This design comes from an exercise in tuning for small area, a short achievable clock period and few clock cycles on the open sky130 flow, not from production work.
Only simulation tests tie the RTL to the original design; equivalence was not proved.
Power is estimated from default activity; no workload was simulated.

<file path="flow/config.mk">
export PLATFORM = sky130hd
export DESIGN_NAME = pec_temp_core
export DESIGN_NICKNAME = pec_temp_core
export VERILOG_FILES = /design/flow/design.v
export SDC_FILE = /design/flow/constraint.sdc
export NUM_CORES = 4
export LEC_CHECK = 0
export ABC_AREA = 1
export CAP_MARGIN = 20
export CORE_MARGIN = 2
export CORE_UTILIZATION = 30
export SLEW_MARGIN = 20
</file>
<file path="flow/constraint.sdc">
create_clock -name core_clock -period 36.0 [get_ports {clk}]
set_input_delay 7.2000 -clock core_clock [delete_from_list [all_inputs] [get_ports {clk}]]
set_output_delay 7.2000 -clock core_clock [all_outputs]
set_load 0.01 [all_outputs]
</file>
<file path="flow/design.v">
module crc8_step (
    input  wire [7:0] crc_in,
    input  wire [7:0] data,
    output reg  [7:0] crc_out
);
    integer i;
    always @* begin
        crc_out = crc_in ^ data;
        for (i = 0; i < 8; i = i + 1) begin
            if (crc_out[7])
                crc_out = {crc_out[6:0], 1'b0} ^ 8'h07;
            else
                crc_out = {crc_out[6:0], 1'b0};
        end
    end
endmodule
module temp_convert (
    input  wire [15:0] raw_in,    
    input  wire [15:0] raw,       
    input  wire [63:0] st,        
    output wire [11:0] s0,        
    output wire [51:0] s1,        
    output wire [31:0] tcc,
    output wire [63:0] f64        
);
    function [19:0] tab_p;
        input [4:0] x;
        case (x)
            5'd0: tab_p = 20'h0;
            5'd1: tab_p = 20'ha3d7;
            5'd2: tab_p = 20'h147ae;
            5'd3: tab_p = 20'h1eb85;
            5'd4: tab_p = 20'h28f5c;
            5'd5: tab_p = 20'h33333;
            5'd6: tab_p = 20'h3d70a;
            5'd7: tab_p = 20'h47ae1;
            5'd8: tab_p = 20'h51eb8;
            5'd9: tab_p = 20'h5c28f;
            5'd10: tab_p = 20'h66666;
            5'd11: tab_p = 20'h70a3d;
            5'd12: tab_p = 20'h7ae14;
            5'd13: tab_p = 20'h851eb;
            5'd14: tab_p = 20'h8f5c2;
            5'd15: tab_p = 20'h99999;
            5'd16: tab_p = 20'ha3d70;
            5'd17: tab_p = 20'hae147;
            5'd18: tab_p = 20'hb851e;
            5'd19: tab_p = 20'hc28f5;
            5'd20: tab_p = 20'hccccc;
            5'd21: tab_p = 20'hd70a3;
            5'd22: tab_p = 20'he147a;
            5'd23: tab_p = 20'heb851;
            5'd24: tab_p = 20'hf5c28;
            default: tab_p = 20'h0;
        endcase
    endfunction
    function [21:0] tab_j;
        input [5:0] x;
        case (x)
            6'd0: tab_j = 22'h68000;
            6'd1: tab_j = 22'h48000;
            6'd2: tab_j = 22'h28000;
            6'd3: tab_j = 22'h8000;
            6'd4: tab_j = 22'he8000;
            6'd5: tab_j = 22'hc8000;
            6'd6: tab_j = 22'ha8000;
            6'd7: tab_j = 22'h88000;
            6'd8: tab_j = 22'h68000;
            6'd9: tab_j = 22'h48000;
            6'd10: tab_j = 22'h28000;
            6'd11: tab_j = 22'h8000;
            6'd12: tab_j = 22'he8000;
            6'd13: tab_j = 22'hc8000;
            6'd14: tab_j = 22'ha8000;
            6'd15: tab_j = 22'h88000;
            6'd16: tab_j = 22'h68000;
            6'd17: tab_j = 22'h48000;
            6'd18: tab_j = 22'h28000;
            6'd19: tab_j = 22'h8000;
            6'd20: tab_j = 22'h3e8000;
            6'd21: tab_j = 22'hc8000;
            6'd22: tab_j = 22'ha8000;
            6'd23: tab_j = 22'h88000;
            6'd24: tab_j = 22'h68000;
            6'd32: tab_j = 22'h367fff;
            6'd33: tab_j = 22'h347fff;
            6'd34: tab_j = 22'h327fff;
            6'd35: tab_j = 22'h307fff;
            6'd36: tab_j = 22'h3e7fff;
            6'd37: tab_j = 22'h3c7fff;
            6'd38: tab_j = 22'h3a7fff;
            6'd39: tab_j = 22'h387fff;
            6'd40: tab_j = 22'h367fff;
            6'd41: tab_j = 22'h347fff;
            6'd42: tab_j = 22'h327fff;
            6'd43: tab_j = 22'h307fff;
            6'd44: tab_j = 22'h3e7fff;
            6'd45: tab_j = 22'h3c7fff;
            6'd46: tab_j = 22'h3a7fff;
            6'd47: tab_j = 22'h387fff;
            6'd48: tab_j = 22'h367fff;
            6'd49: tab_j = 22'h347fff;
            6'd50: tab_j = 22'h327fff;
            6'd51: tab_j = 22'h307fff;
            6'd52: tab_j = 22'h3e7fff;
            6'd53: tab_j = 22'h3c7fff;
            6'd54: tab_j = 22'h3a7fff;
            6'd55: tab_j = 22'h387fff;
            6'd56: tab_j = 22'h367fff;
            default: tab_j = 22'h0;
        endcase
    endfunction
    function [12:0] tab_k;
        input [5:0] x;
        case (x)
            6'd0: tab_k = 13'h1bbb;
            6'd1: tab_k = 13'h1bbb;
            6'd2: tab_k = 13'h1bbb;
            6'd3: tab_k = 13'h1bbb;
            6'd4: tab_k = 13'h1bbb;
            6'd5: tab_k = 13'h1bbb;
            6'd6: tab_k = 13'h1bbb;
            6'd7: tab_k = 13'h1bbb;
            6'd8: tab_k = 13'h1bbc;
            6'd9: tab_k = 13'h1bbc;
            6'd10: tab_k = 13'h1bbc;
            6'd11: tab_k = 13'h1bbc;
            6'd12: tab_k = 13'h1bbc;
            6'd13: tab_k = 13'h1bbc;
            6'd14: tab_k = 13'h1bbc;
            6'd15: tab_k = 13'h1bbc;
            6'd16: tab_k = 13'h1bbc;
            6'd17: tab_k = 13'h1bbc;
            6'd18: tab_k = 13'h1bbc;
            6'd19: tab_k = 13'h1bbc;
            6'd20: tab_k = 13'h1bbd;
            6'd21: tab_k = 13'h1bbd;
            6'd22: tab_k = 13'h1bbd;
            6'd23: tab_k = 13'h1bbd;
            6'd24: tab_k = 13'h1bbd;
            6'd32: tab_k = 13'h445;
            6'd33: tab_k = 13'h445;
            6'd34: tab_k = 13'h445;
            6'd35: tab_k = 13'h445;
            6'd36: tab_k = 13'h445;
            6'd37: tab_k = 13'h445;
            6'd38: tab_k = 13'h445;
            6'd39: tab_k = 13'h445;
            6'd40: tab_k = 13'h444;
            6'd41: tab_k = 13'h444;
            6'd42: tab_k = 13'h444;
            6'd43: tab_k = 13'h444;
            6'd44: tab_k = 13'h444;
            6'd45: tab_k = 13'h444;
            6'd46: tab_k = 13'h444;
            6'd47: tab_k = 13'h444;
            6'd48: tab_k = 13'h444;
            6'd49: tab_k = 13'h444;
            6'd50: tab_k = 13'h444;
            6'd51: tab_k = 13'h444;
            6'd52: tab_k = 13'h444;
            6'd53: tab_k = 13'h443;
            6'd54: tab_k = 13'h443;
            6'd55: tab_k = 13'h443;
            6'd56: tab_k = 13'h443;
            default: tab_k = 13'h0;
        endcase
    endfunction
    function [4:0] tab_r3;
        input [5:0] x;
        case (x)
            6'd0: tab_r3 = 5'ha;
            6'd1: tab_r3 = 5'hc;
            6'd2: tab_r3 = 5'he;
            6'd3: tab_r3 = 5'h10;
            6'd4: tab_r3 = 5'h12;
            6'd5: tab_r3 = 5'h14;
            6'd6: tab_r3 = 5'h16;
            6'd7: tab_r3 = 5'h18;
            6'd8: tab_r3 = 5'h1;
            6'd9: tab_r3 = 5'h3;
            6'd10: tab_r3 = 5'h5;
            6'd11: tab_r3 = 5'h7;
            6'd12: tab_r3 = 5'h9;
            6'd13: tab_r3 = 5'hb;
            6'd14: tab_r3 = 5'hd;
            6'd15: tab_r3 = 5'hf;
            6'd16: tab_r3 = 5'h11;
            6'd17: tab_r3 = 5'h13;
            6'd18: tab_r3 = 5'h15;
            6'd19: tab_r3 = 5'h17;
            6'd20: tab_r3 = 5'h0;
            6'd21: tab_r3 = 5'h2;
            6'd22: tab_r3 = 5'h4;
            6'd23: tab_r3 = 5'h6;
            6'd24: tab_r3 = 5'h8;
            6'd32: tab_r3 = 5'hf;
            6'd33: tab_r3 = 5'hd;
            6'd34: tab_r3 = 5'hb;
            6'd35: tab_r3 = 5'h9;
            6'd36: tab_r3 = 5'h7;
            6'd37: tab_r3 = 5'h5;
            6'd38: tab_r3 = 5'h3;
            6'd39: tab_r3 = 5'h1;
            6'd40: tab_r3 = 5'h18;
            6'd41: tab_r3 = 5'h16;
            6'd42: tab_r3 = 5'h14;
            6'd43: tab_r3 = 5'h12;
            6'd44: tab_r3 = 5'h10;
            6'd45: tab_r3 = 5'he;
            6'd46: tab_r3 = 5'hc;
            6'd47: tab_r3 = 5'ha;
            6'd48: tab_r3 = 5'h8;
            6'd49: tab_r3 = 5'h6;
            6'd50: tab_r3 = 5'h4;
            6'd51: tab_r3 = 5'h2;
            6'd52: tab_r3 = 5'h0;
            6'd53: tab_r3 = 5'h17;
            6'd54: tab_r3 = 5'h15;
            6'd55: tab_r3 = 5'h13;
            6'd56: tab_r3 = 5'h11;
            default: tab_r3 = 5'h0;
        endcase
    endfunction
    function [4:0] tab_fm;
        input [6:0] x;
        case (x)
            7'd32: tab_fm = 5'h1;
            7'd33: tab_fm = 5'h3;
            7'd34: tab_fm = 5'h1;
            7'd35: tab_fm = 5'h1;
            7'd36: tab_fm = 5'h3;
            7'd37: tab_fm = 5'h7;
            7'd38: tab_fm = 5'h1;
            7'd39: tab_fm = 5'h1;
            7'd40: tab_fm = 5'h7;
            7'd41: tab_fm = 5'h1;
            7'd42: tab_fm = 5'h1;
            7'd43: tab_fm = 5'h7;
            7'd44: tab_fm = 5'h3;
            7'd45: tab_fm = 5'h1;
            7'd46: tab_fm = 5'h1;
            7'd47: tab_fm = 5'h3;
            7'd48: tab_fm = 5'hf;
            7'd49: tab_fm = 5'h1;
            7'd50: tab_fm = 5'h3;
            7'd51: tab_fm = 5'h1f;
            7'd52: tab_fm = 5'h1;
            7'd53: tab_fm = 5'h1;
            7'd54: tab_fm = 5'hf;
            7'd55: tab_fm = 5'h3;
            7'd56: tab_fm = 5'h1;
            7'd96: tab_fm = 5'h1f;
            7'd97: tab_fm = 5'h1;
            7'd98: tab_fm = 5'h3;
            7'd99: tab_fm = 5'hf;
            7'd100: tab_fm = 5'h1;
            7'd101: tab_fm = 5'h1;
            7'd102: tab_fm = 5'h1f;
            7'd103: tab_fm = 5'h3;
            7'd104: tab_fm = 5'h1;
            7'd105: tab_fm = 5'hf;
            7'd106: tab_fm = 5'h3;
            7'd107: tab_fm = 5'h1;
            7'd108: tab_fm = 5'h1;
            7'd109: tab_fm = 5'h3;
            7'd110: tab_fm = 5'h7;
            7'd111: tab_fm = 5'h1;
            7'd112: tab_fm = 5'h1;
            7'd113: tab_fm = 5'h7;
            7'd114: tab_fm = 5'h1;
            7'd115: tab_fm = 5'h1;
            7'd116: tab_fm = 5'h7;
            7'd117: tab_fm = 5'h3;
            7'd118: tab_fm = 5'h1;
            7'd119: tab_fm = 5'h1;
            7'd120: tab_fm = 5'h3;
            default: tab_fm = 5'h0;
        endcase
    endfunction
    function [4:0] tab_shz;
        input [4:0] x;
        case (x)
            5'd0: tab_shz = 5'h11;
            5'd1: tab_shz = 5'h11;
            5'd2: tab_shz = 5'h10;
            5'd3: tab_shz = 5'h10;
            5'd4: tab_shz = 5'hf;
            5'd5: tab_shz = 5'hf;
            5'd6: tab_shz = 5'hf;
            5'd7: tab_shz = 5'he;
            5'd8: tab_shz = 5'he;
            5'd9: tab_shz = 5'he;
            5'd10: tab_shz = 5'he;
            5'd11: tab_shz = 5'he;
            5'd12: tab_shz = 5'he;
            5'd13: tab_shz = 5'hd;
            5'd14: tab_shz = 5'hd;
            5'd15: tab_shz = 5'hd;
            5'd16: tab_shz = 5'hd;
            5'd17: tab_shz = 5'hd;
            5'd18: tab_shz = 5'hd;
            5'd19: tab_shz = 5'hd;
            5'd20: tab_shz = 5'hd;
            5'd21: tab_shz = 5'hd;
            5'd22: tab_shz = 5'hd;
            5'd23: tab_shz = 5'hd;
            5'd24: tab_shz = 5'hd;
            default: tab_shz = 5'h0;
        endcase
    endfunction
    function [10:0] tab_ex;
        input [5:0] x;
        case (x)
            6'd0: tab_ex = 11'h409;
            6'd1: tab_ex = 11'h408;
            6'd2: tab_ex = 11'h407;
            6'd3: tab_ex = 11'h406;
            6'd4: tab_ex = 11'h405;
            6'd5: tab_ex = 11'h404;
            6'd6: tab_ex = 11'h403;
            6'd7: tab_ex = 11'h402;
            6'd8: tab_ex = 11'h401;
            6'd9: tab_ex = 11'h400;
            6'd10: tab_ex = 11'h3ff;
            6'd11: tab_ex = 11'h3fe;
            6'd12: tab_ex = 11'h3fd;
            6'd13: tab_ex = 11'h3fc;
            6'd14: tab_ex = 11'h3fb;
            6'd15: tab_ex = 11'h3fa;
            6'd16: tab_ex = 11'h3f9;
            6'd17: tab_ex = 11'h3f8;
            6'd32: tab_ex = 11'h40a;
            6'd33: tab_ex = 11'h409;
            6'd34: tab_ex = 11'h408;
            6'd35: tab_ex = 11'h407;
            6'd36: tab_ex = 11'h406;
            6'd37: tab_ex = 11'h405;
            6'd38: tab_ex = 11'h404;
            6'd39: tab_ex = 11'h403;
            6'd40: tab_ex = 11'h402;
            6'd41: tab_ex = 11'h401;
            6'd42: tab_ex = 11'h400;
            6'd43: tab_ex = 11'h3ff;
            6'd44: tab_ex = 11'h3fe;
            6'd45: tab_ex = 11'h3fd;
            6'd46: tab_ex = 11'h3fc;
            6'd47: tab_ex = 11'h3fb;
            6'd48: tab_ex = 11'h3fa;
            6'd49: tab_ex = 11'h3f9;
            default: tab_ex = 11'h0;
        endcase
    endfunction
    function [19:0] tab_lm2;
        input [4:0] x;
        case (x)
            5'd0: tab_lm2 = 20'hffff;
            5'd1: tab_lm2 = 20'h7fff;
            5'd2: tab_lm2 = 20'h3fff;
            5'd3: tab_lm2 = 20'h1fff;
            5'd4: tab_lm2 = 20'hfff;
            5'd5: tab_lm2 = 20'h7ff;
            5'd6: tab_lm2 = 20'h3ff;
            5'd7: tab_lm2 = 20'h1ff;
            5'd8: tab_lm2 = 20'hff;
            5'd9: tab_lm2 = 20'h7f;
            5'd10: tab_lm2 = 20'h3f;
            5'd11: tab_lm2 = 20'h1f;
            5'd12: tab_lm2 = 20'hf;
            5'd13: tab_lm2 = 20'h7;
            5'd14: tab_lm2 = 20'h3;
            5'd15: tab_lm2 = 20'h1;
            5'd16: tab_lm2 = 20'h0;
            5'd17: tab_lm2 = 20'h0;
            default: tab_lm2 = 20'h0;
        endcase
    endfunction
    function [22:0] add22;
        input [21:0] a, b;
        input        cin;
        integer n;
        reg c;
        begin
            c = cin;
            for (n = 0; n < 22; n = n + 1) begin
                add22[n] = a[n] ^ b[n] ^ c;
                c = (a[n] & b[n]) | (a[n] & c) | (b[n] & c);
            end
            add22[22] = c;
        end
    endfunction
    function [5:0] dstep;
        input [4:0] ri;
        input       b;
        reg qq, c1, c2, c3;
        reg [3:0] t;                  
        begin
            qq   = ri[4] | (ri[3] & ri[2] & (ri[1] | ri[0] | b));
            t[0] = ~(ri[0] ^ b);
            c1   = ri[0] | b;
            t[1] = ~(ri[1] ^ c1);
            c2   = ri[1] | c1;
            t[2] = ri[2] ^ c2;
            c3   = ri[2] & c2;
            t[3] = ri[3] ^ c3;
            dstep = {qq, (qq ? t : ri[3:0]), b ^ qq};
        end
    endfunction
    genvar gj;
    integer n;
    wire [22:0] tcs = add22({5'd0, raw, 1'b0}, 22'h3F954D, 1'b0);    
    assign tcc = {{14{tcs[17]}}, tcs[17:0]};
    wire [4:0]  rr0 [5:12];
    wire [11:5] q0;
    assign rr0[12] = 5'd0;
    generate for (gj = 11; gj >= 5; gj = gj - 1) begin : gdiv0
        if (gj == 11) begin : top
            assign {q0[gj], rr0[gj]} = dstep({1'b0, raw_in[15:12]}, raw_in[11]);
        end else begin : st
            assign {q0[gj], rr0[gj]} = dstep(rr0[gj+1], raw_in[gj]);
        end
    end endgenerate
    assign s0 = {q0, rr0[5]};
    wire [11:5] s0_q = st[11:5];
    wire [4:0]  s0_r = st[4:0];
    wire [4:0]  rr [0:5];
    wire [4:0]  q1;
    assign rr[5] = s0_r;
    generate for (gj = 4; gj >= 0; gj = gj - 1) begin : gdiv1
        assign {q1[gj], rr[gj]} = dstep(rr[gj+1], raw[gj]);
    end endgenerate
    wire [11:0] q = {s0_q, q1};
    wire [4:0]  r = rr[0];
    wire [22:0] sgc = add22({6'd0, raw}, 22'h3FCAA6, 1'b0);          
    wire        sgn = sgc[21];
    wire [17:0] m1 = {raw[0], 17'd0};
    wire [17:0] m2 = {raw[5:0], 12'd0};
    wire [17:0] m3 = {raw[7:0], 10'd0};
    wire [17:0] m4 = {raw[10:0], 7'd0};
    wire [17:0] m5 = ~{raw, 2'b00};
    wire [17:0] m6 = ~{2'b00, raw};
    wire [17:0] sa = m1 ^ m2 ^ m3;
    wire [17:0] ca = {(m1[16:0] & m2[16:0]) | (m1[16:0] & m3[16:0]) | (m2[16:0] & m3[16:0]), 1'b0};
    wire [17:0] sb = m4 ^ m5 ^ m6;
    wire [17:0] cb = {(m4[16:0] & m5[16:0]) | (m4[16:0] & m6[16:0]) | (m5[16:0] & m6[16:0]), 1'b0};
    wire [17:0] sc = sa ^ ca ^ sb;
    wire [17:0] cc = {(sa[16:0] & ca[16:0]) | (sa[16:0] & sb[16:0]) | (ca[16:0] & sb[16:0]), 1'b0};
    wire [17:0] sd = sc ^ cc ^ cb;
    wire [17:0] cd = {(sc[16:0] & cc[16:0]) | (sc[16:0] & cb[16:0]) | (cc[16:0] & cb[16:0]), 1'b1};
    wire [22:0] p18c = add22({4'd0, sd}, {4'd0, cd}, 1'b1);
    wire [16:0] pl = p18c[16:0];
    wire        m  = p18c[17] ^ r[0];      
    wire [16:0] pre;                        
    assign pre[16] = 1'b0;
    generate for (gj = 15; gj >= 0; gj = gj - 1) begin : gpre
        assign pre[gj] = pre[gj+1] | raw[gj];
    end endgenerate
    wire [16:0] adj;                        
    assign adj[0] = 1'b0;
    assign adj[1] = 1'b0;
    assign adj[2] = raw[1] & raw[0];
    assign adj[3] = raw[2] & (raw[1] | raw[0]);
    generate for (gj = 4; gj < 16; gj = gj + 1) begin : gadj
        assign adj[gj] = raw[gj-1] & (raw[gj-2] | raw[gj-3] | raw[gj-4]);
    end endgenerate
    assign adj[16] = 1'b0;
    wire [16:0] lm;
    generate for (gj = 0; gj < 17; gj = gj + 1) begin : glm
        if (gj < 16) begin : a
            assign lm[gj] = pre[gj+1] | (raw[gj] & adj[gj]);
        end else begin : b
            assign lm[gj] = 1'b0;
        end
    end endgenerate
    wire [16:0] onek  = {lm[15:0], 1'b1} & ~lm;
    wire        p_g   = |(pl & lm & ~{1'b0, lm[16:1]});
    wire        p_s   = |(pl & {1'b0, lm[16:1]});
    wire        p_l   = |(pl & onek);
    wire        p_up  = p_g & (p_s | p_l);
    wire [21:0] jv  = tab_j({sgn, r});
    wire [21:0] bv  = {4'd0, m, pl & ~lm};
    wire [22:0] l0  = add22(jv, bv, 1'b0);
    wire [22:0] l1  = add22(jv, bv | {5'd0, lm}, 1'b1);
    wire [21:0] ls1 = p_up ? l1[21:0] : l0[21:0];
    wire [4:0]  r31 = tab_r3({sgn, r});
    wire [22:0] q3s = add22({9'd0, {q, 1'b0} ^ {13{sgn}}}, {9'd0, tab_k({sgn, r})}, 1'b0);
    wire [12:0] q31 = q3s[12:0];
    reg  [4:0]  shq, shq1;
    reg         q3p2, hi;
    integer b;
    always @* begin
        shq  = 5'd12;
        shq1 = 5'd13;
        q3p2 = 1'b1;
        hi   = 1'b0;
        for (b = 12; b >= 0; b = b - 1) begin
            if (q31[b] && hi) q3p2 = 1'b0;    
            hi = hi | q31[b];
        end
        for (b = 0; b < 13; b = b + 1)
            if (q31[b]) begin shq = 12 - b; shq1 = 13 - b; end
    end
    wire        q3z1 = (q31 == 13'd0);
    assign s1 = {ls1, sgn, q31, r31, (q3z1 ? tab_shz(r31) : shq), shq1, !q3z1 && q3p2};
    wire [21:0] ls  = st[51:30];
    wire        sg  = st[29];
    wire [12:0] q3  = st[28:16];
    wire [4:0]  r3  = st[15:11];
    wire [4:0]  shb = st[10:6];
    wire [4:0]  shi = st[5:1];
    wire        shc = st[0];
    wire [21:0] L  = ls ^ {22{sg}};
    wire [1:0]  c  = L[21:20];               
    wire [19:0] lw = L[19:0];
    wire        r3z = (r3 == 5'd0);
    wire        uf0 = r3z & (c == 2'b11);
    wire [4:0]  sh  = (uf0 & shc) ? shi : shb;
    wire [19:0] lm2  = tab_lm2(sh);
    wire [19:0] onr  = {lm2[18:0], 1'b1} & ~lm2;
    wire        t_g  = |(lw & lm2 & ~{1'b0, lm2[19:1]});
    wire        t_s  = |(lw & {1'b0, lm2[19:1]});
    wire        t_l  = |(lw & onr);
    wire        t_up = t_g & (t_s | t_l);
    reg  [20:0] lr;
    reg         rc;
    always @* begin
        rc = t_up;
        for (n = 0; n < 20; n = n + 1) begin
            lr[n] = (lw[n] & ~lm2[n]) ^ (rc & ~lm2[n]);
            rc    = (lw[n] | lm2[n]) & rc;
        end
        lr[20] = rc;
    end
    wire [1:0]  ct = {c[1] & ~lr[20], c[0] ^ lr[20]};
    wire        uf = r3z & (ct == 2'b11);
    wire [19:0] pp = tab_p(r3);
    wire [35:0] base = {pp, pp[19:4]};
    wire [4:0]  fm = tab_fm({ct, r3});
    wire [35:0] mid = {base[35:5] | {31{uf}}, base[4:0] ^ fm};
    reg  [12:0] q3m;
    reg         bc;
    always @* begin
        bc = 1'b1;
        for (n = 0; n < 13; n = n + 1) begin
            q3m[n] = q3[n] ^ bc;
            bc     = ~q3[n] & bc;
        end
    end
    wire [12:0] q3f  = uf ? q3m : q3;
    wire [68:0] ar   = {q3f, mid, lr[19:0]};
    wire [69:0] nrm  = {1'b0, ar} << sh;
    wire        ovf  = nrm[69];    
    wire [51:0] frac = nrm[67:16];
    assign f64 = {sg, tab_ex({ovf, sh}), frac};
endmodule
module pec_temp_core (
    input  wire        clk,
    input  wire        rst,       
    input  wire        req,
    input  wire        we,
    input  wire [5:0]  addr,      
    input  wire [1:0]  size,      
    input  wire [3:0]  be,        
    input  wire [31:0] wdata,
    output wire        ready,
    output reg  [31:0] rdata,
    output wire        err
);
    localparam [3:0] CODE_NONE = 4'd0, CODE_OK = 4'd1, CODE_PEC = 4'd2,
                     CODE_LEN = 4'd3, CODE_REG = 4'd4, CODE_CMD = 4'd5;
    reg [7:0]  crc_q;
    reg [7:0]  rx0, rx1, rx2;        
    reg [2:0]  rxcnt;
    reg        fbv;                  
    reg [7:0]  fb1, fb3, fb4, fpec;  
    reg        cv;                   
    reg [15:0] raw_q;                
    reg [63:0] tf64_q;               
    reg        pend1, pend2;         
    reg        tver;
    reg [3:0]  code;
    reg [7:0]  lastop;
    wire bus_err = (size != 2'd2) || (addr[1:0] != 2'b00) || (we && (be != 4'hF));
    assign err = bus_err;
    wire rd_f64 = !we && (addr[5:3] == 3'b101);        
    assign ready = !((pend1 || pend2) && rd_f64);
    wire acc    = req && !bus_err;                      
    wire cmd_wr = acc && we && (addr[5:2] == 4'h1);
    wire rx_wr  = acc && we && (addr[5:2] == 4'h4);
    wire [7:0]  op  = wdata[7:0];
    wire [7:0]  a8  = wdata[15:8];
    wire [15:0] a16 = wdata[31:16];
    wire a8z  = (a8 == 8'd0);
    wire a16z = (a16 == 16'd0);
    wire op_hi0 = (op[7:4] == 4'd0);
    wire is0 = op_hi0 && (op[3:0] == 4'd0);
    wire is1 = op_hi0 && (op[3:0] == 4'd1);
    wire is2 = op_hi0 && (op[3:0] == 4'd2);
    wire is3 = op_hi0 && (op[3:0] == 4'd3);
    wire is4 = op_hi0 && (op[3:0] == 4'd4);
    wire is5 = op_hi0 && (op[3:0] == 4'd5);
    wire is6 = op_hi0 && (op[3:0] == 4'd6);
    wire is7 = op_hi0 && (op[3:0] == 4'd7);
    wire is8 = op_hi0 && (op[3:0] == 4'd8);
    wire legal = ((is0 || is1 || is7 || is8) && a8z && a16z) ||
                 ((is2 || is3 || is4 || is5) && a16z) ||
                 (is6 && a8z);
    wire treg = (a8 == 8'h06) || (a8 == 8'h07) || (a8 == 8'h08);
    wire do_cmd  = cmd_wr && legal;
    wire do_srst = do_cmd && is8;
    wire [7:0] crc_feed;
    crc8_step u_feed (.crc_in(crc_q), .data(a8), .crc_out(crc_feed));
    wire [7:0] c1, c2, c3, c4, crc_frame;
    crc8_step u_f0 (.crc_in(8'h00), .data(8'hB4), .crc_out(c1));
    crc8_step u_f1 (.crc_in(c1),    .data(a8),    .crc_out(c2));
    crc8_step u_f2 (.crc_in(c2),    .data(8'hB5), .crc_out(c3));
    crc8_step u_f3 (.crc_in(c3),    .data(rx0),   .crc_out(c4));
    crc8_step u_f4 (.crc_in(c4),    .data(rx1),   .crc_out(crc_frame));
    wire rx_full  = (rxcnt == 3'd3);
    wire pec_good = (crc_frame == rx2);
    wire [31:0] conv_tcc;
    wire [63:0] conv_f64;
    wire [15:0] raw_src = op[1] ? a16 : {rx1, rx0};
    wire [11:0] conv_s0;
    wire [51:0] conv_s1;
    temp_convert u_conv (.raw_in(raw_src), .raw(raw_q), .st(tf64_q),
                         .s0(conv_s0), .s1(conv_s1), .tcc(conv_tcc), .f64(conv_f64));
    wire framecmd  = is3 || is4 || is5;
    wire rd_badreg = is5 && !treg;
    wire fr_ok     = framecmd && !rd_badreg && rx_full;    
    wire conv_rd   = is5 && fr_ok && pec_good;             
    wire conv_clr  = is5 && !(fr_ok && pec_good);          
    wire consume   = framecmd || is7;
    wire conv_go   = do_cmd && (conv_rd || is6);           
    reg [3:0] code_n;
    always @* begin
        if (!legal)                     code_n = CODE_CMD;
        else if (rd_badreg)             code_n = CODE_REG;
        else if (framecmd && !rx_full)  code_n = CODE_LEN;
        else if ((is4 || is5) && !pec_good) code_n = CODE_PEC;
        else                            code_n = CODE_OK;
    end
    always @(posedge clk) begin
        if (rst || do_srst) begin
            crc_q  <= 8'd0;
            rxcnt  <= 3'd0;
            fbv    <= 1'b0;
            cv     <= 1'b0;
            pend1  <= 1'b0;
            pend2  <= 1'b0;
            tver   <= 1'b0;
            code   <= CODE_NONE;
            lastop <= 8'd0;
        end else begin
            pend1 <= 1'b0;
            pend2 <= pend1 && !conv_go;
            if (rx_wr && !rxcnt[2])
                rxcnt <= rxcnt + 3'd1;
            if (cmd_wr) begin
                lastop <= op;
                code   <= code_n;
            end
            if (do_cmd) begin
                if (is1) crc_q <= 8'd0;
                if (is2) crc_q <= crc_feed;
                if (fr_ok) begin
                    crc_q <= crc_frame;
                    fbv   <= 1'b1;
                end
                if (consume) rxcnt <= 3'd0;
                if (conv_clr) begin cv <= 1'b0; tver <= 1'b0; end
                if (conv_rd || is6) begin
                    cv   <= 1'b1;
                    pend1 <= 1'b1;
                    tver <= is5;
                end
            end
        end
    end
    always @(posedge clk) begin
        if (rx_wr && rxcnt == 3'd0) rx0 <= wdata[7:0];
        if (rx_wr && rxcnt == 3'd1) rx1 <= wdata[7:0];
        if (rx_wr && rxcnt == 3'd2) rx2 <= wdata[7:0];
        if (do_cmd && fr_ok) begin
            fb1  <= a8;
            fb3  <= rx0;
            fb4  <= rx1;
            fpec <= rx2;
        end
        if (conv_go)
            raw_q <= raw_src;
        if (conv_go)
            tf64_q[11:0] <= conv_s0;
        else if (pend1)
            tf64_q[11:0] <= conv_s1[11:0];
        else if (pend2)
            tf64_q[11:0] <= conv_f64[11:0];
        if (conv_go || pend1)
            tf64_q[51:12] <= conv_s1[51:12];
        else if (pend2)
            tf64_q[51:12] <= conv_f64[51:12];
        if (pend2)
            tf64_q[63:52] <= conv_f64[63:52];
    end
    wire [3:0] ra = addr[5:2];
    wire v0 = (rxcnt != 3'd0);
    wire v1 = rxcnt[2] || rxcnt[1];
    wire v2 = rxcnt[2] || (rxcnt == 3'd3);
    always @* begin
        rdata = 32'd0;
        case (ra)
            4'h0: rdata = 32'h50454338;
            4'h2: rdata = {16'd0, lastop, 3'd0, tver, code};
            4'h3: rdata = 32'h0000005A;
            4'h5: rdata = {5'd0, rxcnt, rx2 & {8{v2}}, rx1 & {8{v1}}, rx0 & {8{v0}}};
            4'h6: rdata = {24'd0, crc_q};
            4'h7: rdata = fbv ? {fb3, 8'hB5, fb1, 8'hB4} : 32'd0;
            4'h8: rdata = fbv ? {16'd0, fpec, fb4} : 32'd0;
            4'h9: rdata = cv ? conv_tcc : 32'd0;
            4'hA: rdata = cv ? tf64_q[31:0] : 32'd0;
            4'hB: rdata = cv ? tf64_q[63:32] : 32'd0;
            4'hC: rdata = cv ? {16'd0, raw_q} : 32'd0;
            default: rdata = 32'd0;
        endcase
    end
endmodule
</file>
<file path="flow/flow/run.sh">
#!/bin/bash
# Own layout flow: the standard flow (standard.sh, all ORFS steps unchanged) with
#  - the combinational logic mapped by ABC for area (no full-adder extraction),
#  - every port buffered (as the standard flow does) with buf_2 instead of the
#    default port buffer cell,
#  - repair_timing asked for extra setup slack, so that it sizes up the
#    critical paths (the clock period and constraints are the standard flow's, unchanged).
# Each step's full output goes to a log file in this folder.
set -euo pipefail
work=$PWD
rm -rf "$work/scripts_area"
cp -r "$FLOW_HOME/scripts" "$work/scripts_area"
printf 'strash\ndch -f\nmap -a\ntopo\nstime -c\n' > "$work/scripts_area/abc_area.script"
export SCRIPTS_DIR="$work/scripts_area"
export ADDER_MAP_FILE=
export SETUP_SLACK_MARGIN=20.0
export BUFFER_PORTS_ARGS="-buffer_cell sky130_fd_sc_hd__buf_2"
bash standard.sh synth > "$work/log_synth.txt" 2>&1
bash standard.sh floorplan > "$work/log_floorplan.txt" 2>&1
bash standard.sh place > "$work/log_place.txt" 2>&1
bash standard.sh cts > "$work/log_cts.txt" 2>&1
bash standard.sh route > "$work/log_route.txt" 2>&1
bash standard.sh finish > "$work/log_finish.txt" 2>&1
</file>
<file path="flow/standard.sh">
#!/bin/bash
# synth_recipe.tcl (not shown) runs the flow's synth.tcl, then flattens the netlist and writes it again
# the make line also repeats each setting of config.mk as NAME=value (left out here)
make -C /OpenROAD-flow-scripts/flow DESIGN_CONFIG=/design/flow/config.mk WORK_HOME=/design/flow/orfs CLKGATE_MAP_FILE= SYNTH_SCRIPT=/design/flow/synth_recipe.tcl "${@:-finish}"
</file>
==> results.ini, run 1 <==
[final_layout]
multi_input_area_mm2 = 0.0122
finalNetCount = 3100
ff_latch_area_mm2 = 0.00447
syn2layout_area_growth_pct = 16.3
final_common_cell = nand2_1
fillers = 6447
drive_gt1_frac = 0.0927
fin_area_mm2 = 0.0207
final_cell_mix = nand2_1 (572), nor2_1 (530), clkinv_1 (405)

[synthesis]
synth.largest_area_cell = edfxtp_1
ys_warn_count = 3
synth_adder_area_share = 0
synth_xor_area_frac = 0.0875
synth_top_family_by_area = simple AND/OR/NAND/NOR gates
synth_mux_area_frac = 0.0124
synthSimpleGateAreaFrac = 0.308
ys_ff_latch = 158
synth_area_leaders = edfxtp_1 (22%), nand2_1 (12%), nor2_1 (12%)
netlist_area_mm2 = 0.0178
synth_edf_count = 131
synth_fp_nets = 2942
yosysSeqAreaShare = 0.251
syn_inst = 2894
avgSynthCellArea_um2 = 6.16
ys.flop_type = edfxtp_1
synth_compound_area_frac = 0.252
synthArstFlopShare = 0
synth_top_area_frac = 0.221
netlist-cell-type-count = 44

[routing]
drc = 0
wl_mm = 81.3
top_layer_used = met4
wl_met3_mm = 8.46
ant_nets = 0
drt-initial-drc-count = 2992
via_per_inst = 5.56
vias = 21334
dr.pass1.iters = 6
wl_met1_mm = 34.6
routedWlPerCell_um = 21.2
met2_wirelength_mm = 34.2

[setup_path]
critPathMaxStageDelay_ns = 0.44
reg2reg_depth = 69
cp_num_buf_inv = 4
crit_arrival_ns = 8.90
path_class = primary input to primary output
cp-start-kind = primary input
cp.required_ns = 28.80
worstPathMaxFanout = 7
critPathTopFamily = buffers and inverters
cp_slowest_cell = a221oi_1
cp-end-kind = primary output
reg2reg_slack_ns = 21.76
cp_cell_sequence = buf_2, clkinv_1, nor2_2, nand2_1, clkinvlp_4, a221oi_1, nand4_1, buf_2
r2r-start = tf64_q[12]
crit_top_cell = buf_2
r2r-end = tf64_q[54]

[timing]
setup_slack_ns = 19.90
finalHoldViolations = 0
hold_ws_ns = 0.470
tightest_slew_ns = 1.06
fin_worst_skew_ns = 0.0145
setup_viol = 0
max_freq_mhz = 62.1
fin_crit_sh = 0.447
rsz0062_at_grt = true
max_slew_margin = 0.288
finalMaxSlewViolations = 0
fin_tns_setup_ns = 0
layout_min_cycle_time_ns = 16.10

[cts]
cts_root_buf = clkbuf_16
hold_buffers = 0
cts_buffer_depth = 2
cts_sinks = 158
clk_pin_slew_ns = 0.07
clk_latency_ns = 0.45
htreeDepth = 4
cts_tree = built
cts_buffers = 17

[die]
die_area_mm2 = 0.0614
coreArea_mm2 = 0.0589
die_x_um = 248
start_util = 0.302
die_h_um = 248
io_pins = 82
num_rows = 89

[global_route]
grt_pass1_wl_mm = 120
grtUsageTotal = 0.260
antenna_found_initial = 2
grt-ovfl-total = 0
grt_max_degree = 67
grt_pass1_vias = 18942

[min_path]
hold_path_class = flop to flop
min_from = rx1[2]
holdPathEnd = fb4[2]
hold_path_depth = 0

[placement]
io_buffers = 81
place_hpwl_mm = 64.3
pre_cts_slack_ns = 18.99
gp_congestion = 0.998
placed_cell_area_mm2 = 0.0195

[flow_run]
maxCapViolations = 0

[status]
status = finished clean

[power_and_ir_drop]
powerDensity_mw_per_mm2 = 25.9
p_leak_nw = 7.77
ir_drop_mv = 0.0268

[through the flow]
| step | utilization | total power, W | instances |
|---|---|---|---|
| after CTS | 0.346 | 0.000533 | 3820 |
| after global routing | 0.352 | 0.000558 | 3838 |
| final | 0.352 | 0.000537 | 3839 |
| after floorplan | - | 0.000307 | 2894 |
| after global placement | 0.331 | 0.000342 | 3776 |
| after detailed placement | 0.331 | 0.000342 | 3777 |
[how the worst max path moves through the flow]
stage          cells after the start     from         to  slack (ns)
6_report                           8  addr[3]   rdata[1]       19.90
2_1_floorplan                      6  addr[5]  rdata[24]       20.01
3_3_place_gp                      11  addr[3]  rdata[13]       18.94
5_1_grt                            8  addr[3]   rdata[1]       19.83
4_1_cts                           11  addr[5]  rdata[12]       19.97
3_5_place_dp                      11  addr[3]  rdata[12]       18.99
[what timing repair did]
item | CTS | global route
buffers inserted | 9 | 15
setup endpoints to repair | 32 | 39
cloned | 2 | 3
gates resized for setup | 47 | 48
pin swaps | 6 | 13
endpoints found under the hold margin | 0 | 0
[registers in the layout, indices dropped and copies added (netlist names), 8 cells and up]
register  count
fb4           8
lastop        8
rx2           8
raw_q        16
rx0           8
crc_q         8
fb3           8
rx1           8
fpec          8
fb1           8
tf64_q       59
[cell type report]
type | instances | share of cell area
Antenna cell | 1 | 0.000121
Clock buffer | 17 | 0.0205
Clock inverter | 15 | 0.00954
Inverter | 418 | 0.0777
Multi-Input combinational cell | 2318 | 0.587
Sequential cell | 158 | 0.216
Tap cell | 773 | 0.0467
Timing Repair Buffer | 138 | 0.0424
Timing Repair inverter | 1 | 0.000422
[per-layer routing]
layer	up-vias	GRT usage
met1	9770	0.365
li1	10248	-
met4	0	0.102
met2	1128	0.395
met3	188	0.0444
met5	-	0
[worst register-to-register path: cells and delay by family (launching register included)]
family	cells	cell delay (ns)
multiplexers	1	0.16
AO/OA/AOI/OAI	17	3.52
buffers and inverters	19	3.76
AND/OR/NAND/NOR	32	6.17
flip-flops	1	0.36
[cells in the mapped netlist, types with 2 or more instances]
library cell,n
o21ai_0,328
o2111a_1,2
a22oi_1,34
o22ai_1,30
nand2_1,579
nor2_1,550
o41ai_1,4
or2_2,31
a2111oi_0,4
and3_2,6
xor2_1,110
o21a_1,7
dfxtp_1,27
nor3_1,51
nand4_1,23
o32ai_1,2
o311ai_0,5
a221oi_1,30
xnor2_1,68
o211ai_1,21
nor4_1,20
o31ai_1,11
nand3b_1,2
a211oi_1,10
o2111ai_1,22
mux2i_1,22
a31oi_1,32
a211o_2,2
and2_2,4
a21oi_1,182
a32oi_1,13
o221ai_1,9
a41oi_1,2
a21boi_0,5
edfxtp_1,131
nand3_1,90
clkinv_1,418
[power breakdown]
group          switching (W)  internal [W]
combinational      0.0000962     0.0000522
clock              0.0000920      0.000100
sequential      0.0000000114      0.000196
total               0.000188      0.000348
[kinds of logic after synthesis]
group | Yosys count
and+or+nand+nor | 1356
AOI/OAI and AO/OA | 761
buffers and inverters | 419
xor gates and xnor gates | 178
DFF | 158
muxes | 22
Testbench counts, summed over its fixed seeds: cycles 30,641.
==> run 2: changes to the inputs <==
--- a/flow/design.v
+++ b/flow/design.v
@@ -20,5 +20,5 @@
     input  wire [63:0] st,        
     output wire [11:0] s0,        
-    output wire [51:0] s1,        
+    output wire [46:0] s1,        
     output wire [31:0] tcc,
     output wire [63:0] f64        
@@ -311,42 +311,24 @@
     endfunction
     function [10:0] tab_ex;
-        input [5:0] x;
+        input [4:0] x;
         case (x)
-            6'd0: tab_ex = 11'h409;
-            6'd1: tab_ex = 11'h408;
-            6'd2: tab_ex = 11'h407;
-            6'd3: tab_ex = 11'h406;
-            6'd4: tab_ex = 11'h405;
-            6'd5: tab_ex = 11'h404;
-            6'd6: tab_ex = 11'h403;
-            6'd7: tab_ex = 11'h402;
-            6'd8: tab_ex = 11'h401;
-            6'd9: tab_ex = 11'h400;
-            6'd10: tab_ex = 11'h3ff;
-            6'd11: tab_ex = 11'h3fe;
-            6'd12: tab_ex = 11'h3fd;
-            6'd13: tab_ex = 11'h3fc;
-            6'd14: tab_ex = 11'h3fb;
-            6'd15: tab_ex = 11'h3fa;
-            6'd16: tab_ex = 11'h3f9;
-            6'd17: tab_ex = 11'h3f8;
-            6'd32: tab_ex = 11'h40a;
-            6'd33: tab_ex = 11'h409;
-            6'd34: tab_ex = 11'h408;
-            6'd35: tab_ex = 11'h407;
-            6'd36: tab_ex = 11'h406;
-            6'd37: tab_ex = 11'h405;
-            6'd38: tab_ex = 11'h404;
-            6'd39: tab_ex = 11'h403;
-            6'd40: tab_ex = 11'h402;
-            6'd41: tab_ex = 11'h401;
-            6'd42: tab_ex = 11'h400;
-            6'd43: tab_ex = 11'h3ff;
-            6'd44: tab_ex = 11'h3fe;
-            6'd45: tab_ex = 11'h3fd;
-            6'd46: tab_ex = 11'h3fc;
-            6'd47: tab_ex = 11'h3fb;
-            6'd48: tab_ex = 11'h3fa;
-            6'd49: tab_ex = 11'h3f9;
+            5'd0: tab_ex = 11'h409;
+            5'd1: tab_ex = 11'h408;
+            5'd2: tab_ex = 11'h407;
+            5'd3: tab_ex = 11'h406;
+            5'd4: tab_ex = 11'h405;
+            5'd5: tab_ex = 11'h404;
+            5'd6: tab_ex = 11'h403;
+            5'd7: tab_ex = 11'h402;
+            5'd8: tab_ex = 11'h401;
+            5'd9: tab_ex = 11'h400;
+            5'd10: tab_ex = 11'h3ff;
+            5'd11: tab_ex = 11'h3fe;
+            5'd12: tab_ex = 11'h3fd;
+            5'd13: tab_ex = 11'h3fc;
+            5'd14: tab_ex = 11'h3fb;
+            5'd15: tab_ex = 11'h3fa;
+            5'd16: tab_ex = 11'h3f9;
+            5'd17: tab_ex = 11'h3f8;
             default: tab_ex = 11'h0;
         endcase
@@ -432,6 +414,5 @@
     wire [11:0] q = {s0_q, q1};
     wire [4:0]  r = rr[0];
-    wire [22:0] sgc = add22({6'd0, raw}, 22'h3FCAA6, 1'b0);          
-    wire        sgn = sgc[21];
+    wire        sgn = tcs[17];
     wire [17:0] m1 = {raw[0], 17'd0};
     wire [17:0] m2 = {raw[5:0], 12'd0};
@@ -486,40 +467,32 @@
     wire [22:0] q3s = add22({9'd0, {q, 1'b0} ^ {13{sgn}}}, {9'd0, tab_k({sgn, r})}, 1'b0);
     wire [12:0] q31 = q3s[12:0];
-    reg  [4:0]  shq, shq1;
-    reg         q3p2, hi;
+    reg  [4:0]  shq;
     integer b;
     always @* begin
-        shq  = 5'd12;
-        shq1 = 5'd13;
-        q3p2 = 1'b1;
-        hi   = 1'b0;
-        for (b = 12; b >= 0; b = b - 1) begin
-            if (q31[b] && hi) q3p2 = 1'b0;    
-            hi = hi | q31[b];
-        end
+        shq = 5'd12;
         for (b = 0; b < 13; b = b + 1)
-            if (q31[b]) begin shq = 12 - b; shq1 = 13 - b; end
+            if (q31[b]) shq = 12 - b;
     end
     wire        q3z1 = (q31 == 13'd0);
-    assign s1 = {ls1, sgn, q31, r31, (q3z1 ? tab_shz(r31) : shq), shq1, !q3z1 && q3p2};
-    wire [21:0] ls  = st[51:30];
-    wire        sg  = st[29];
-    wire [12:0] q3  = st[28:16];
-    wire [4:0]  r3  = st[15:11];
-    wire [4:0]  shb = st[10:6];
-    wire [4:0]  shi = st[5:1];
-    wire        shc = st[0];
-    wire [21:0] L  = ls ^ {22{sg}};
+    wire [21:0] L1   = ls1 ^ {22{sgn}};
+    wire [4:0]  sh1  = q3z1 ? tab_shz(r31) : shq;
+    wire [19:0] lw1  = L1[19:0];
+    wire [19:0] lm21 = tab_lm2(sh1);
+    wire [19:0] onr1 = {lm21[18:0], 1'b1} & ~lm21;
+    wire        t_g  = |(lw1 & lm21 & ~{1'b0, lm21[19:1]});
+    wire        t_s  = |(lw1 & {1'b0, lm21[19:1]});
+    wire        t_l  = |(lw1 & onr1);
+    wire        t_up1 = t_g & (t_s | t_l);
+    assign s1 = {sgn, L1, q31, r31, sh1, t_up1};
+    wire        sg   = st[46];
+    wire [21:0] L    = st[45:24];
+    wire [12:0] q3   = st[23:11];
+    wire [4:0]  r3   = st[10:6];
+    wire [4:0]  sh   = st[5:1];
+    wire        t_up = st[0];
     wire [1:0]  c  = L[21:20];               
     wire [19:0] lw = L[19:0];
     wire        r3z = (r3 == 5'd0);
-    wire        uf0 = r3z & (c == 2'b11);
-    wire [4:0]  sh  = (uf0 & shc) ? shi : shb;
     wire [19:0] lm2  = tab_lm2(sh);
-    wire [19:0] onr  = {lm2[18:0], 1'b1} & ~lm2;
-    wire        t_g  = |(lw & lm2 & ~{1'b0, lm2[19:1]});
-    wire        t_s  = |(lw & {1'b0, lm2[19:1]});
-    wire        t_l  = |(lw & onr);
-    wire        t_up = t_g & (t_s | t_l);
     reg  [20:0] lr;
     reg         rc;
@@ -527,5 +500,5 @@
         rc = t_up;
         for (n = 0; n < 20; n = n + 1) begin
-            lr[n] = (lw[n] & ~lm2[n]) ^ (rc & ~lm2[n]);
+            lr[n] = lw[n] ^ rc;       
             rc    = (lw[n] | lm2[n]) & rc;
         end
@@ -549,8 +522,7 @@
     wire [12:0] q3f  = uf ? q3m : q3;
     wire [68:0] ar   = {q3f, mid, lr[19:0]};
-    wire [69:0] nrm  = {1'b0, ar} << sh;
-    wire        ovf  = nrm[69];    
+    wire [68:0] nrm  = ar << sh;
     wire [51:0] frac = nrm[67:16];
-    assign f64 = {sg, tab_ex({ovf, sh}), frac};
+    assign f64 = {sg, tab_ex(sh), frac};
 endmodule
 module pec_temp_core (
@@ -623,5 +595,5 @@
     wire [15:0] raw_src = op[1] ? a16 : {rx1, rx0};
     wire [11:0] conv_s0;
-    wire [51:0] conv_s1;
+    wire [46:0] conv_s1;
     temp_convert u_conv (.raw_in(raw_src), .raw(raw_q), .st(tf64_q),
                          .s0(conv_s0), .s1(conv_s1), .tcc(conv_tcc), .f64(conv_f64));
@@ -697,9 +669,9 @@
             tf64_q[11:0] <= conv_f64[11:0];
         if (conv_go || pend1)
-            tf64_q[51:12] <= conv_s1[51:12];
+            tf64_q[46:12] <= conv_s1[46:12];
         else if (pend2)
-            tf64_q[51:12] <= conv_f64[51:12];
+            tf64_q[46:12] <= conv_f64[46:12];
         if (pend2)
-            tf64_q[63:52] <= conv_f64[63:52];
+            tf64_q[63:47] <= conv_f64[63:47];
     end
     wire [3:0] ra = addr[5:2];
==> run 2 against run 1 <==
  * Sequential power grew about 20%
  * Non-clock buffer count fell by 10
  * Clock skew increased by 0.0059 ns
  * Core utilization is 0.46 points lower
  * Critical path depth is the same
  * Setup slack better by 0.089 ns
  * Routed wire length fell by 9.0%
  * Cell count is 0.23% higher
  * Sequential share of layout area is 3.2 points higher
  * Die area increased by 2.7%
  * Worst hold slack worse by 0.0057 ns
  * Critical endpoint is now rdata[22]
  * Largest cell class unchanged
==> results.ini, run 2 <==
[cts]
clk_pin_slew_ns = 0.09  ; was 0.07 ns
cts_buffers = 17  ; unchanged
cts_root_buf = clkbuf_16  ; unchanged
htreeDepth = 4  ; unchanged
cts_tree = built  ; unchanged
clk_latency_ns = 0.48  ; was 0.45 ns
cts_buffer_depth = 2  ; unchanged
cts_sinks = 194  ; was 158
hold_buffers = 0  ; unchanged

[setup_path]
crit_arrival_ns = 8.82  ; was 8.90 ns
r2r-start = tf64_q[3]  ; was tf64_q[12]
crit_top_cell = buf_2  ; unchanged
path_class = primary input to primary output  ; unchanged
cp-startpoint = addr[2]  ; was addr[3]
reg2reg_slack_ns = 22.30  ; was 21.76 ns
cp-start-kind = primary input  ; unchanged
cp.required_ns = 28.80  ; about the same
cp-end-kind = primary output  ; unchanged
reg2reg_depth = 80  ; was 69
worstPathMaxFanout = 15  ; was 7
cp_slowest_cell = nor2_2  ; was a221oi_1
cp-endpoint = rdata[22]  ; was rdata[1]
r2r-end = tf64_q[0]  ; was tf64_q[54]
critPathMaxStageDelay_ns = 0.27  ; was 0.44 ns
cp_cell_sequence = buf_2, clkinv_1, nor2_2, nand2_4, nor2_4, nand2_2, o2111ai_1, buf_2  ; was buf_2, clkinv_1, nor2_2, nand2_1, clkinvlp_4, a221oi_1, nand4_1, buf_2

[global_route]
grt_pass1_wl_mm = 111  ; was 120 mm
grt_pass1_vias = 18798  ; was 18942
grtUsageTotal = 0.228  ; was 0.260
grt-ovfl-total = 0  ; unchanged
antenna_found_initial = 0  ; was 2
grt_max_degree = 64  ; was 67

[power_and_ir_drop]
powerDensity_mw_per_mm2 = 28.7  ; was 25.9 mW/mm^2
p_leak_nw = 7.87  ; was 7.77 nW
swShare = 0.353  ; was 0.351
ir_drop_mv = 0.0337  ; was 0.0268 mV
sequentialPowerShare = 0.391  ; was 0.365
p_comb_frac = 0.249  ; was 0.276
clkPwrFrac = 0.360  ; was 0.359
power_switching_w = 0.000212  ; was 0.000188 W
p_int_w = 0.000390  ; was 0.000348 W

[timing]
fin_worst_skew_ns = 0.0204  ; was 0.0145 ns
rsz0062_at_grt = true  ; unchanged
finalHoldViolations = 0  ; unchanged
layout_min_cycle_time_ns = 16.02  ; was 16.10 ns
fin_tns_setup_ns = 0  ; unchanged
setup_viol = 0  ; unchanged
tightest_slew_ns = 1.17  ; was 1.06 ns
finalMaxSlewViolations = 0  ; unchanged
max_slew_margin = 0.213  ; was 0.288
setup_slack_ns = 19.98  ; was 19.90 ns
max_freq_mhz = 62.4  ; was 62.1 MHz
fin_crit_sh = 0.445  ; was 0.447

[die]
die_x_um = 251  ; was 248 um
die_h_um = 251  ; was 248 um
num_rows = 90  ; was 89
start_util = 0.303  ; was 0.302
coreArea_mm2 = 0.0604  ; was 0.0589 mm^2
die_area_mm2 = 0.0630  ; was 0.0614 mm^2
io_pins = 82  ; unchanged

[final_layout]
final_common_cell = nand2_1  ; unchanged
syn2layout_area_growth_pct = 14.5  ; was 16.3%
num_antenna_cells = 0  ; was 1
largest_reg_flops = 59  ; unchanged
fillers = 6659  ; was 6447
finalNetCount = 3101  ; was 3100
top_register = tf64_q  ; unchanged
final_cell_mix = nand2_1 (579), nor2_1 (526), clkinv_1 (409)  ; was nand2_1 (572), nor2_1 (530), clkinv_1 (405)
drive_gt1_frac = 0.0812  ; was 0.0927

[routing]
routedWlPerCell_um = 19.2  ; was 21.2 um
ant_nets = 0  ; unchanged
dr.pass1.iters = 6  ; unchanged
wl_mm = 74.0  ; was 81.3 mm
drt-initial-drc-count = 2396  ; was 2992
vias = 20794  ; was 21334
drc = 0  ; unchanged
via_per_inst = 5.40  ; was 5.56

[synthesis]
synth_top_area_frac = 0.215  ; was 0.221
synth_area_leaders = edfxtp_1 (21%), nand2_1 (12%), nor2_1 (11%)  ; was edfxtp_1 (22%), nand2_1 (12%), nor2_1 (12%)
ys.flop_type = edfxtp_1  ; unchanged
yosysMostFrequentCell = nand2_1  ; unchanged
synth_fp_nets = 2954  ; was 2942
synth_edf_count = 131  ; unchanged
syn_inst = 2906  ; was 2894
ys_warn_count = 3  ; unchanged
synth_common_cells = nand2_1 (585), nor2_1 (541), clkinv_1 (424)  ; was nand2_1 (579), nor2_1 (550), clkinv_1 (418)
netlist_area_mm2 = 0.0183  ; was 0.0178 mm^2
ys_ff_latch = 194  ; was 158
avgSynthCellArea_um2 = 6.30  ; was 6.16 um^2
synth.largest_area_cell = edfxtp_1  ; unchanged
yosysSeqAreaShare = 0.284  ; was 0.251
netlist-cell-type-count = 44  ; unchanged
synthArstFlopShare = 0  ; unchanged

[status]
status = finished clean  ; unchanged

[min_path]
hold_path_class = flop to flop  ; unchanged

[placement]
io_buffers = 81  ; unchanged
place_hpwl_mm = 58.1  ; was 64.3 mm
pre_cts_slack_ns = 18.86  ; was 18.99 ns
gp_congestion = 0.987  ; was 0.998

[flow_run]
maxCapViolations = 0  ; unchanged

run 2: cell types whose count changed after synthesis, sizes merged, moves of 12 or more:
| cell | delta |
|---|---|
| dfxtp | +36 |
| o21ai | +22 |
| xor2 | +16 |
| a221oi | -14 |
| a21oi | -12 |
| xnor2 | -13 |
run 2: layout make-up:
type	count	area, um^2	share of cell area
flip-flops and latches	194	5190	0.248
multi-input cells	2287	11700	0.558
clock buffers	17	425	0.0203
repair buffers	128	790	0.0377
repair inverters	1	8.76	0.000418
well taps	782	978	0.0467
clock inverters	15	231	0.0110
inverters	424	1640	0.0783
run 2: critical path: cells and delay by family:
family | cells | cell delay (ns)
AOI/OAI and AO/OA | 1 | 0.25
and+or+nand+nor | 4 | 0.90
buffers and inverters | 3 | 0.45
run 2: stage by stage:
stage | power, W | util | hold WS, ns | cells | cell area (um^2)
4_1_cts | 0.000598 | 0.344 | 0.471 | 3835 | 20800
3_5_place_dp | 0.000383 | 0.329 | 0.442 | 3789 | 19900
2_1_floorplan | 0.000350 | - | 0.427 | 2906 | 18300
6_report | 0.000602 | 0.347 | 0.464 | 3848 | 21000
5_1_grt | 0.000624 | 0.347 | 0.494 | 3848 | 21000
3_3_place_gp | 0.000382 | 0.329 | 0.437 | 3789 | 19900
run 2: worst min path at each step:
stage / startpoint / end / slack (ns) / cells past startpoint
detailed placement: rx2[6] / fpec[6] / 0.44 / 0
finish: rx2[6] / fpec[6] / 0.46 / 0
CTS: rx2[6] / fpec[6] / 0.47 / 0
floorplan: tf64_q[46] / tf64_q[63] / 0.43 / 0
global route: rx1[2] / fb4[2] / 0.49 / 0
global placement: rx2[6] / fpec[6] / 0.44 / 0
run 2: what timing repair did:
item	4_1_cts	5_1_grt
pin swaps	8	13
buffers inserted	14	12
endpoints found under the setup margin	32	43
resized for setup	45	28
gates cloned	0	1
run 2: metal layers:
| metal | global-route usage | vias to the layer above | wire [um] |
|---|---|---|---|
| met1 | 0.322 | 9548 | 33000 |
| met5 | 0 | - | 0 |
| li1 | - | 10182 | - |
| met4 | 0.0828 | 0 | 2480 |
| met3 | 0.0277 | 126 | 6410 |
| met2 | 0.357 | 938 | 32100 |
run 2: power by group through the flow:
stage / registers (W) / clock network (W) / logic, W
6_report: 0.000236 / 0.000217 / 0.000150
5_1_grt: 0.000236 / 0.000224 / 0.000164
4_1_cts: 0.000236 / 0.000217 / 0.000145
3_3_place_gp: 0.000241 / 0 / 0.000142
2_1_floorplan: 0.000241 / 0 / 0.000109
3_5_place_dp: 0.000241 / 0 / 0.000142
run 2: cells by family (layout without fill, tap and decap cells):
| group | after synthesis | count (layout) | share of synthesized area |
|---|---|---|---|
| flops | 194 | 194 | 0.284 |
| buf+inv | 425 | 585 | 0.0871 |
| xor+xnor | 181 | 181 | 0.0866 |
| mux | 13 | 13 | 0.00711 |
| simple gates | 1340 | 1340 | 0.295 |
| compound gates | 753 | 753 | 0.240 |
Testbench counts of run 2, summed over its fixed seeds: cycles 30,641.
==> run 3: changes to the inputs <==
--- a/flow/config.mk
+++ b/flow/config.mk
@@ -9,4 +9,4 @@
 export CAP_MARGIN = 20
 export CORE_MARGIN = 2
-export CORE_UTILIZATION = 30
+export CORE_UTILIZATION = 50
 export SLEW_MARGIN = 20
==> run 3 against run 2 <==
  * Routed wire length rose by 0.78%
  * Synthesized cell count did not move
  * Clock power decreased by 8%
  * Flip-flop and latch count stayed put
==> results.ini, run 3 <==
[final_layout]
finalNetCount = 3095  ; was 3101
largest_reg_flops = 59  ; unchanged
num_antenna_cells = 0  ; unchanged
fillers = 3679  ; was 6659
drive_gt1_frac = 0.0817  ; was 0.0812
top_register = tf64_q  ; unchanged
fin_area_mm2 = 0.0205  ; was 0.0210 mm^2
final_common_cell = nand2_1  ; unchanged
final_cell_mix = nand2_1 (575), nor2_1 (526), clkinv_1 (408)  ; was nand2_1 (579), nor2_1 (526), clkinv_1 (409)
syn2layout_area_growth_pct = 11.8  ; was 14.5%

[die]
die_h_um = 195  ; was 251 um
die_x_um = 195  ; was 251 um
die_area_mm2 = 0.0382  ; was 0.0630 mm^2
coreArea_mm2 = 0.0363  ; was 0.0604 mm^2
io_pins = 82  ; unchanged
start_util = 0.504  ; was 0.303
num_rows = 70  ; was 90

[timing]
max_freq_mhz = 62.4  ; about the same
finalMaxSlewViolations = 0  ; unchanged
finalHoldViolations = 0  ; unchanged
fin_tns_setup_ns = 0  ; unchanged
fin_worst_skew_ns = 0.0186  ; was 0.0204 ns
tightest_slew_ns = 1.04  ; was 1.17 ns
setup_viol = 0  ; unchanged
max_slew_margin = 0.305  ; was 0.213
layout_min_cycle_time_ns = 16.03  ; was 16.02 ns
rsz0062_at_grt = true  ; unchanged
fin_crit_sh = 0.445  ; about the same

[placement]
placed_cell_area_mm2 = 0.0195  ; was 0.0199 mm^2
place_hpwl_mm = 58.7  ; was 58.1 mm
gp_congestion = 1.00  ; was 0.987
io_buffers = 81  ; unchanged

[setup_path]
crit_arrival_ns = 8.83  ; was 8.82 ns
path_class = primary input to primary output  ; unchanged
reg2reg_slack_ns = 22.20  ; was 22.30 ns
cp-end-kind = primary output  ; unchanged
cp.required_ns = 28.80  ; about the same
worstPathMaxFanout = 6  ; was 15
cp-start-kind = primary input  ; unchanged

[routing]
drt-initial-drc-count = 2235  ; was 2396
via_per_inst = 6.00  ; was 5.40
dr.pass1.iters = 8  ; was 6
wl_mm = 74.6  ; was 74.0 mm
drc = 0  ; unchanged
ant_nets = 0  ; unchanged
routedWlPerCell_um = 21.1  ; was 19.2 um
vias = 21169  ; was 20794

[synthesis]
synth_edf_count = 131  ; unchanged
yosysMostFrequentCell = nand2_1  ; unchanged
netlist-cell-type-count = 44  ; unchanged
netlist_area_mm2 = 0.0183  ; unchanged
avgSynthCellArea_um2 = 6.30  ; unchanged
ys.flop_type = edfxtp_1  ; unchanged
ys_warn_count = 3  ; unchanged
synth_fp_nets = 2954  ; unchanged
synth_top_area_frac = 0.215  ; unchanged
synth_area_leaders = edfxtp_1 (21%), nand2_1 (12%), nor2_1 (11%)  ; unchanged
synthArstFlopShare = 0  ; unchanged
syn_inst = 2906  ; unchanged
synth.largest_area_cell = edfxtp_1  ; unchanged
synth_common_cells = nand2_1 (585), nor2_1 (541), clkinv_1 (424)  ; unchanged
yosysSeqAreaShare = 0.284  ; unchanged
ys_ff_latch = 194  ; unchanged

[power_and_ir_drop]
ir_drop_mv = 0.0317  ; was 0.0337 mV
powerDensity_mw_per_mm2 = 28.6  ; was 28.7 mW/mm^2
p_leak_nw = 7.81  ; was 7.87 nW

[cts]
cts_tree = built  ; unchanged
cts_buffers = 17  ; unchanged
cts_root_buf = clkbuf_16  ; unchanged
clk_latency_ns = 0.45  ; was 0.48 ns
htreeDepth = 4  ; unchanged
cts_buffer_depth = 2  ; unchanged
clk_pin_slew_ns = 0.09  ; about the same
cts_sinks = 194  ; unchanged

[global_route]
grt_pass1_wl_mm = 114  ; was 111 mm
grt_pass1_vias = 19494  ; was 18798
grtUsageTotal = 0.389  ; was 0.228
grt_max_degree = 64  ; unchanged
grt-ovfl-total = 0  ; unchanged
antenna_found_initial = 0  ; unchanged

[status]
status = finished clean  ; unchanged

[min_path]
hold_path_class = flop to flop  ; unchanged

[flow_run]
maxCapViolations = 0  ; unchanged

-- run 3: per-layer routing --
metal  track usage  vias up  share of wire
li1              -    10158              -
met1         0.535     9746           0.42
met2         0.597     1090           0.43
met3        0.0608      175          0.098
met4         0.191        0          0.054
met5             0        -              0
-- run 3: critical path: stages --
cell      delay (ns)
buf_2           0.15
inv_2           0.10
nor2_2          0.05
clkinv_2        0.09
nor3_2          0.05
nand2_2         0.14
clkinv_4        0.09
nor2_1          0.15
clkinv_1        0.14
a311oi_2        0.25
nand3_1         0.21
buf_2           0.20
-- run 3: what timing repair did --
action                     4_1_cts  5_1_grt
setup endpoints to repair       32       46
hold buffers                     0        0
gates resized for setup         40       37
setup buffers                   14        3
pin swaps                        7        7
-- run 3: kinds of logic after synthesis --
family | count (synthesis) | share of synthesized area
buffers and inverters | 425 | 0.0871
xor gates and xnor gates | 181 | 0.0866
and+or+nand+nor | 1340 | 0.295
AOI/OAI and AO/OA | 753 | 0.240
DFF | 194 | 0.284
muxes | 13 | 0.00711
-- run 3: layout make-up --
| class | instances | area, um^2 | area share |
|---|---|---|---|
| clock buffer | 20 | 457 | 0.0223 |
| clock inverter | 12 | 139 | 0.00679 |
| inverter | 424 | 1620 | 0.0792 |
| multi-input combinational | 2287 | 11700 | 0.572 |
| sequential | 194 | 5190 | 0.254 |
| tap | 468 | 586 | 0.0286 |
| timing repair buffer | 123 | 766 | 0.0374 |
-- run 3: through the flow --
stage | power [W] | hold slack [ns] | setup WS (ns) | util | instances
floorplan | 0.000350 | 0.427 | 20.03 | - | 2906
finish | 0.000585 | 0.456 | 19.97 | 0.563 | 3528
global route | 0.000606 | 0.484 | 19.93 | 0.563 | 3528
detailed placement | 0.000382 | 0.456 | 18.80 | 0.537 | 3479
CTS | 0.000578 | 0.455 | 19.97 | 0.559 | 3525
global placement | 0.000378 | 0.441 | 18.89 | 0.537 | 3479
-- run 3: path summary, 6_finish.rpt --
| kind | startpoint | depth (start not counted) | endpoint |
|---|---|---|---|
| worst max-delay path | addr[3] | 12 | rdata[16] |
| worst max register to register | tf64_q[2] | 83 | u_conv.lm2[1] |
| worst min register to register | rx1[4] | 0 | fb4[4] |
| worst min-delay path | rx1[4] | 0 | fb4[4] |
-- run 3: power breakdown --
group	switching, W	total, W	internal [W]
registers	0.0000000144	0.000236	0.000236
logic	0.0000961	0.000150	0.0000537
clock network	0.0000969	0.000199	0.000102

[static timing again, ports no longer ideal]
The results above use ideal ports. As a check the final layouts listed here were re-extracted and re-timed, cells and wires unchanged. Step 1 (the two cells are an assumption about what drives the block):
set clk [get_ports {clk}]
set_driving_cell -lib_cell sky130_fd_sc_hd__clkbuf_16 $clk
set_driving_cell -lib_cell sky130_fd_sc_hd__buf_2 [delete_from_list [all_inputs] $clk]
Step 2 also shifts input and output timing later by t, the mid clock arrival at the registers, as if the neighbouring blocks saw the same clock. a / b / c = no drivers / after step 1 / after step 2; a / b = the first two.
| run | t (ns) | setup WS [ns] | worst setup path at the end | worst data-port slew with drivers (ns) | pins driven straight from the clock port |
|---|---|---|---|---|---|
| run 1 | 0.500 | 19.895 / 19.861 / 19.861 | input to output | 0.05 | 1 |
| run 2 | 0.519 | 19.984 / 19.953 / 19.953 | input to output | 0.04 | 1 |
| run 3 | 0.496 | 19.971 / 19.951 / 19.951 | input to output | 0.04 | 1 |
After both steps setup and hold are still met in every run listed. For run 1, which loses most, drivers alone change the setup slack by -0.034 ns; drivers and shift together by -0.034 ns.
